Context: an optimization exercise on an open-source flow, tuned for small area. The choices shown serve that exercise and are no tape-out recipe. In this exercise RTL edits were held to simulation tests only and were not proved equivalent to the original. Power and IR drop assume default switching activity.

==> flow/design.v <==
module twpc_scan #(
    parameter NUM_SCAN = 32,
    parameter IDX_W    = 5
) (
    input  wire                clk,
    input  wire                rst,         
    input  wire [NUM_SCAN-1:0] scan_in,       
    input  wire                rep_clear,   
    output wire [NUM_SCAN-1:0] sc_drv,      
    output reg                 rep_valid,
    output reg  [IDX_W-1:0]    rep_line,
    output reg  [7:0]          rep_id
);
    localparam [3:0] PH_PULSE = 4'd0, PH_REL = 4'd1, PH_PROBE = 4'd2, PH_CHECK = 4'd11;
    reg [IDX_W-1:0] sc_idx;
    reg [3:0]       sc_ph;
    reg [7:0]       sc_val;     
    reg [2:0]       rot;        
    reg             sweep;      
    reg [7:0]       cached;     
    reg [7:0]       ring [0:3][0:7];
    wire s = scan_in[sc_idx];
    wire is_check = (sc_ph == PH_CHECK);
    wire report   = is_check && s && (sc_val != cached);
    wire advance  = is_check || (sc_ph == PH_PROBE && !s);
    genvar g;
    generate
        for (g = 0; g < NUM_SCAN; g = g + 1) begin : g_drv
            assign sc_drv[g] = (sc_ph == PH_REL) && (sc_idx == g);
        end
    endgenerate
    wire       wr_hit = (rep_line[2:0] == rot);
    wire [7:0] head [0:3];
    genvar r, e;
    generate
        for (r = 0; r < 4; r = r + 1) begin : g_ring
            assign head[r] = (sweep || (wr_hit && rep_line[4:3] == r)) ? rep_id : ring[r][0];
            always @(posedge clk) begin
                ring[r][7] <= head[r];
            end
            for (e = 0; e < 7; e = e + 1) begin : g_ent
                always @(posedge clk)
                    ring[r][e] <= ring[r][e + 1];
            end
        end
    endgenerate
    always @(posedge clk) begin
        sc_val <= {s, sc_val[7:1]};
        if (sc_idx[2:0] == rot)
            cached <= head[sc_idx[4:3]];
    end
    always @(posedge clk) begin
        if (rst) begin
            sc_idx    <= {IDX_W{1'b0}};
            sc_ph     <= PH_PULSE;
            rot       <= 3'd0;
            sweep     <= 1'b1;
            rep_valid <= 1'b0;
            rep_line  <= {IDX_W{1'b0}};
            rep_id    <= 8'd0;
        end else begin
            rot <= rot + 3'd1;
            if (rot == 3'd7)
                sweep <= 1'b0;
            if (rep_clear)
                rep_valid <= 1'b0;
            if (report) begin
                rep_valid <= 1'b1;
                rep_line  <= sc_idx;
                rep_id    <= sc_val;
            end
            if (advance) begin
                sc_idx <= sc_idx + 1'b1;
                sc_ph  <= PH_PULSE;
            end else begin
                sc_ph <= sc_ph + 4'd1;
            end
        end
    end
endmodule
export LEC_CHECK = 0
export CAP_MARGIN = 20
export CORE_MARGIN = 2
export CORE_UTILIZATION = 60
export SLEW_MARGIN = 20
create_clock -name core_clock -period 5.0 [get_ports {clk}]
standard.sh (not shown) runs the stock make flow with config.mk's settings and CLKGATE_MAP_FILE= SYNTH_SCRIPT=/design/flow/synth_recipe.tcl, a recipe that flattens the netlist after the stock synthesis.
==> flow/flow/run.sh <==
#!/bin/bash
# Standard layout, with the port buffers made of the smallest buffer cell and
# a clock tree without dummy loads. Each tool's output is logged under orfs/logs;
# make's own output goes to make_finish.log.
set -euo pipefail
CTS="-sink_clustering_enable -repair_clock_nets -sink_clustering_size 18 -sink_clustering_max_diameter 60 -buf_list sky130_fd_sc_hd__clkbuf_8 -dont_use_dummy_load"
bash standard.sh \
  "BUFFER_PORTS_ARGS=-buffer_cell sky130_fd_sc_hd__buf_1" \
  "CTS_ARGS=$CTS" \
  finish > make_finish.log 2>&1
Change:
--- a/flow/flow/run.sh
+++ b/flow/flow/run.sh
@@ -6 +6 @@
-CTS="-sink_clustering_enable -repair_clock_nets -sink_clustering_size 18 -sink_clustering_max_diameter 60 -buf_list sky130_fd_sc_hd__clkbuf_8 -dont_use_dummy_load"
+CTS="-sink_clustering_enable -repair_clock_nets -sink_clustering_size 10 -sink_clustering_max_diameter 50 -buf_list sky130_fd_sc_hd__clkbuf_4 -dont_use_dummy_load"
Settings changed: CORE_UTILIZATION 60 to 75.
Final area decreases by about 0.9%; via count came out higher by about 4.6%; worst setup slack got worse by 0.12 ns; combinational power grows by about 3%; first-iteration DRC count climbs by about 70%; clock-buffer cell count rises by 15; hold slack improves by 0.030 ns; cell count came out lower by 3.2%; sequential power stays flat; core utilization went up by 17 points.
Change:
--- a/flow/flow/run.sh
+++ b/flow/flow/run.sh
@@ -2,3 +2,6 @@
-# Standard layout, with the port buffers made of the smallest buffer cell and
-# a clock tree without dummy loads. Each tool's output is logged under orfs/logs;
-# make's own output goes to make_finish.log.
+# The standard layout (standard.sh) with three changes:
+#  - synthesis is synth_recipe.tcl unchanged except that its ABC pass maps with
+#    flow/area.abc (area-recovering &nf mapping) instead of ORFS's speed script;
+#  - the port buffers use the smallest buffer cell;
+#  - the clock tree uses clkbuf_4 in small clusters, without dummy loads.
+# make's output goes to make_finish.log; each tool's full log is under orfs/logs.
@@ -5,0 +9,11 @@
+W=$(pwd)
+cat > "$W/area_synth.tcl" <<TCL
+# synth_recipe.tcl with ABC's script replaced by $W/flow/area.abc
+proc abc {args} {
+  set i [lsearch -exact \$args -script]
+  if { \$i >= 0 } { lset args [expr { \$i + 1 }] $W/flow/area.abc }
+  puts "abc (area script): \$args"
+  yosys abc {*}\$args
+}
+source $W/synth_recipe.tcl
+TCL
@@ -7,0 +22 @@
+  "SYNTH_SCRIPT=$W/area_synth.tcl" \
==> flow/flow/area.abc (new file) <==
&get -n
&st
&syn2
&dch
&nf -R 1000 -p
&put
What happened: Utilization came out higher by 0.22 points; synthesized area came out lower by 3.7%; die area came out lower by 3.5%; global-route usage came out lower by 0.34 points; via count came out lower by 3.3%; cell area came out lower by 2.0%; non-clock buffer count came out higher by 1; sequential power is about the same; setup slack gets worse by 0.0076 ns; total power barely changes; maximum frequency stays flat.
Change:
==> flow/run.sh (new file) <==
#!/bin/bash
# synth_recipe.tcl (not shown) runs the flow's synth.tcl, then flattens the netlist and writes it again
# the make line also repeats each setting of config.mk as NAME=value (left out here)
make -C /OpenROAD-flow-scripts/flow DESIGN_CONFIG=/design/flow/config.mk WORK_HOME=/design/flow/orfs CLKGATE_MAP_FILE= SYNTH_SCRIPT=/design/flow/synth_recipe.tcl finish
Settings changed: CORE_UTILIZATION 75 to 60, CTS_BUF_LIST from default to sky130_fd_sc_hd__clkbuf_2.
removed: flow/flow/run.sh
removed: flow/flow/area.abc
removed: flow/standard.sh
Effect:
- clock-buffer cell count grows by 59
- worst setup slack is worse by 0.59 ns
- cell area grows by about 12%
- utilization shrinks by 11 points
- flip-flop and latch count does not change
- via count grows by 6.2%
- non-clock buffer count shrinks by 2
- first-iteration DRC count shrinks by 41%

---

// twpc_scan: RTL as listed in full above, without the edits since
clock: 5.0 ns
lec_check: 0
cap_margin: 20
core_margin: 2
core_utilization: 60
slew_margin: 20
==> flow/flow/run.sh <==
#!/bin/bash
# Standard layout, with the port buffers made of the smallest buffer cell and
# a clock tree without dummy loads. Each tool's output is logged under orfs/logs;
# make's own output goes to make_finish.log.
set -euo pipefail
CTS="-sink_clustering_enable -repair_clock_nets -sink_clustering_size 9 -sink_clustering_max_diameter 50 -buf_list sky130_fd_sc_hd__clkbuf_4 -dont_use_dummy_load"
bash standard.sh \
  "BUFFER_PORTS_ARGS=-buffer_cell sky130_fd_sc_hd__buf_1" \
  "CTS_ARGS=$CTS" \
  finish > make_finish.log 2>&1
The starting point ran to the end with no violations.
Then changed:
==> flow/run.sh (new file) <==
#!/bin/bash
# synth_recipe.tcl (not shown) runs the flow's synth.tcl, then flattens the netlist and writes it again
# the make line also repeats each setting of config.mk as NAME=value (left out here)
make -C /OpenROAD-flow-scripts/flow DESIGN_CONFIG=/design/flow/config.mk WORK_HOME=/design/flow/orfs CLKGATE_MAP_FILE= SYNTH_SCRIPT=/design/flow/synth_recipe.tcl finish
--- a/flow/config.mk
+++ b/flow/config.mk
@@ -9,3 +9,3 @@
 export CORE_MARGIN = 2
-export CORE_UTILIZATION = 60
+export CORE_UTILIZATION = 40
 export SLEW_MARGIN = 20
removed: flow/flow/run.sh
removed: flow/standard.sh
Effect: Utilization shrinks by 16 points; design area grows by about 14%; die area grows by 48%; total power grows by 27%; worst hold slack improves by 0.036 ns; via count shrinks by 1.6%; area after synthesis stays the same; wire length grows by 9.9%.
Then changed:
--- a/flow/config.mk
+++ b/flow/config.mk
@@ -10,2 +10,3 @@
 export CORE_UTILIZATION = 40
+export CTS_BUF_LIST = sky130_fd_sc_hd__clkbuf_4
 export SLEW_MARGIN = 20
What happened: Final area decreases by 0.45%. Wire length goes up by 4.6%. Area after synthesis stays the same. Sequential share of layout area climbs by 0.28 points. Setup slack gets worse by 0.11 ns. Power fell by 3.8%. Clock-buffer cell count went up by 72. Cell count is higher by 7.3%. Utilization decreases by 0.23 points.

---

Another version of the RTL of twpc_scan (not shown whole).
Size in the first run: about 520 cells after synthesis, roughly 81 I/O pins.
==> flow/config.mk <==
export PLATFORM = sky130hd
export DESIGN_NAME = twpc_scan
export DESIGN_NICKNAME = twpc_scan
export VERILOG_FILES = /design/flow/design.v
export SDC_FILE = /design/flow/constraint.sdc
export NUM_CORES = 4
export LEC_CHECK = 0
export CAP_MARGIN = 20
export CORE_MARGIN = 2
export CORE_UTILIZATION = 80
export SLEW_MARGIN = 20
export SYNTH_HIERARCHICAL = 1
export SYNTH_MINIMUM_KEEP_SIZE = 0
==> flow/constraint.sdc <==
create_clock -name core_clock -period 5.0 [get_ports {clk}]
set_input_delay 1.0000 -clock core_clock [delete_from_list [all_inputs] [get_ports {clk}]]
set_output_delay 1.0000 -clock core_clock [all_outputs]
set_load 0.01 [all_outputs]
==> flow/flow/run.sh <==
#!/bin/bash
# The standard layout (standard.sh) with three changes:
#  - synthesis is synth_recipe.tcl unchanged except that its ABC pass maps with
#    flow/area.abc (area-recovering &nf mapping) instead of ORFS's speed script;
#  - the port buffers use the smallest buffer cell;
#  - the clock tree uses clkbuf_4 in small clusters, without dummy loads.
# make's output goes to make_finish.log; each tool's full log is under orfs/logs.
set -euo pipefail
W=$(pwd)
cat > "$W/area_synth.tcl" <<TCL
# synth_recipe.tcl with ABC's script replaced by $W/flow/area.abc
proc abc {args} {
  set i [lsearch -exact \$args -script]
  if { \$i >= 0 } { lset args [expr { \$i + 1 }] $W/flow/area.abc }
  puts "abc (area script): \$args"
  yosys abc {*}\$args
}
source $W/synth_recipe.tcl
TCL
CTS="-sink_clustering_enable -repair_clock_nets -sink_clustering_size 20 -sink_clustering_max_diameter 45 -buf_list sky130_fd_sc_hd__clkbuf_8 -dont_use_dummy_load"
bash standard.sh \
  "SYNTH_SCRIPT=$W/area_synth.tcl" \
  "BUFFER_PORTS_ARGS=-buffer_cell sky130_fd_sc_hd__buf_1" \
  "CTS_ARGS=$CTS" \
  finish > make_finish.log 2>&1
==> flow/flow/area.abc <==
&get -n
&st
&syn2
&dch
&nf -R 1000 -p
&put
Change:
--- a/flow/flow/run.sh
+++ b/flow/flow/run.sh
@@ -20 +20 @@
-CTS="-sink_clustering_enable -repair_clock_nets -sink_clustering_size 20 -sink_clustering_max_diameter 45 -buf_list sky130_fd_sc_hd__clkbuf_8 -dont_use_dummy_load"
+CTS="-sink_clustering_enable -repair_clock_nets -sink_clustering_size 10 -sink_clustering_max_diameter 50 -buf_list sky130_fd_sc_hd__clkbuf_4 -dont_use_dummy_load"
--- a/flow/config.mk
+++ b/flow/config.mk
@@ -10 +10 @@
-export CORE_UTILIZATION = 80
+export CORE_UTILIZATION = 75
After rerunning: The changed run completed without violations; maximum frequency increases by a little under a tenth; synthesized area does not change; power shrinks slightly.

---

Setup of before:
Another version of the RTL of twpc_scan (not shown whole).
For scale: roughly 520 cells after synthesis, ~81 I/O pins.
clock: 5.0 ns
lec_check: 0
cap_margin: 20
core_margin: 2
core_utilization: 75
place_density: 0.9
slew_margin: 20
synth_hierarchical: 1
synth_minimum_keep_size: 0
==> flow/flow/run.sh <==
#!/bin/bash
# The standard layout (standard.sh) with three changes:
#  - synthesis is synth_recipe.tcl unchanged except that its ABC pass maps with
#    flow/area.abc (area-recovering &nf mapping) instead of ORFS's speed script;
#  - the port buffers use the smallest buffer cell;
#  - the clock tree uses clkbuf_4 in small clusters, without dummy loads.
# make's output goes to make_finish.log; each tool's full log is under orfs/logs.
set -euo pipefail
W=$(pwd)
cat > "$W/area_synth.tcl" <<TCL
# synth_recipe.tcl with ABC's script replaced by $W/flow/area.abc
proc abc {args} {
  set i [lsearch -exact \$args -script]
  if { \$i >= 0 } { lset args [expr { \$i + 1 }] $W/flow/area.abc }
  puts "abc (area script): \$args"
  yosys abc {*}\$args
}
source $W/synth_recipe.tcl
TCL
CTS="-sink_clustering_enable -repair_clock_nets -sink_clustering_size 12 -sink_clustering_max_diameter 40 -buf_list sky130_fd_sc_hd__clkbuf_4 -dont_use_dummy_load"
bash standard.sh \
  "SYNTH_SCRIPT=$W/area_synth.tcl" \
  "BUFFER_PORTS_ARGS=-buffer_cell sky130_fd_sc_hd__buf_1" \
  "CTS_ARGS=$CTS" \
  finish > make_finish.log 2>&1
Scripts as last shown in full above: flow/flow/area.abc
Per the final summary, before finished and its layout is clean on timing, DRC and antenna.
Modified inputs, after compared to before
- swapping 0.9 for 0.85 in PLACE_DENSITY
diff --git a/flow/flow/run.sh b/flow/flow/run.sh
--- a/flow/flow/run.sh
+++ b/flow/flow/run.sh
@@ -19,3 +19,3 @@
 TCL
-CTS="-sink_clustering_enable -repair_clock_nets -sink_clustering_size 12 -sink_clustering_max_diameter 40 -buf_list sky130_fd_sc_hd__clkbuf_4 -dont_use_dummy_load"
+CTS="-sink_clustering_enable -repair_clock_nets -sink_clustering_size 11 -sink_clustering_max_diameter 40 -buf_list sky130_fd_sc_hd__clkbuf_4 -dont_use_dummy_load"
 bash standard.sh \
--- outcome ---
before and after all finish clean. The post-layout instance area was comparable across before and after. Per the comparison of after with before, global-route usage went up by 0.22 points; layout overhead on the synthesized area increased by 0.27 points relative to the old numbers. For after, the cell with the largest stage delay on the worst path was nor3b_1, unlike before, where it was or2_0.

[port drivers added, routing unchanged]
The results above use ideal ports. As a check the final layouts listed here were re-extracted and re-timed, cells and wires unchanged. Step 1, drivers: a clkbuf_16 drives clk and a buf_2 each remaining input, both assumed. Step 2, shift: input delay + t, output delay - t, t = (earliest + latest rising clock arrival at the registers) / 2. This alone moves slack from input paths to output paths. a / b / c = no drivers / after step 1 / after step 2; a / b = the first two.
run	t, ns	setup WS [ns]	worst setup path at the end	clock arrival spread, ns
the first run of note 1	0.528	1.690 / 1.655 / 1.966	input to register	0.073 / 0.072
the second run of note 1	0.584	1.570 / 1.537 / 1.899	input to register	0.063 / 0.062
the third run of note 1	0.563	1.562 / 1.532 / 1.877	input to register	0.087 / 0.086
the fourth run of note 1	0.797	0.974 / 0.936 / 1.611	input to register	0.054 / 0.055
the first run of note 2	0.605	1.574 / 1.542 / 1.986	input to register	0.067 / 0.067
the second run of note 2	0.556	1.195 / 1.153 / 1.589	input to register	0.012 / 0.011
the third run of note 2	0.643	1.083 / 1.050 / 1.617	input to register	0.023 / 0.023
the first run of note 3	0.532	1.490 / 1.490 / 1.490	register to register	0.036 / 0.035
the second run of note 3	0.568	1.736 / 1.711 / 1.836	register to register	0.073 / 0.073
before	0.641	1.658 / 1.658 / 1.658	register to register	0.047 / 0.047
after	0.631	1.636 / 1.603 / 1.789	register to register	0.048 / 0.048
After both steps every run listed still meets setup and hold.
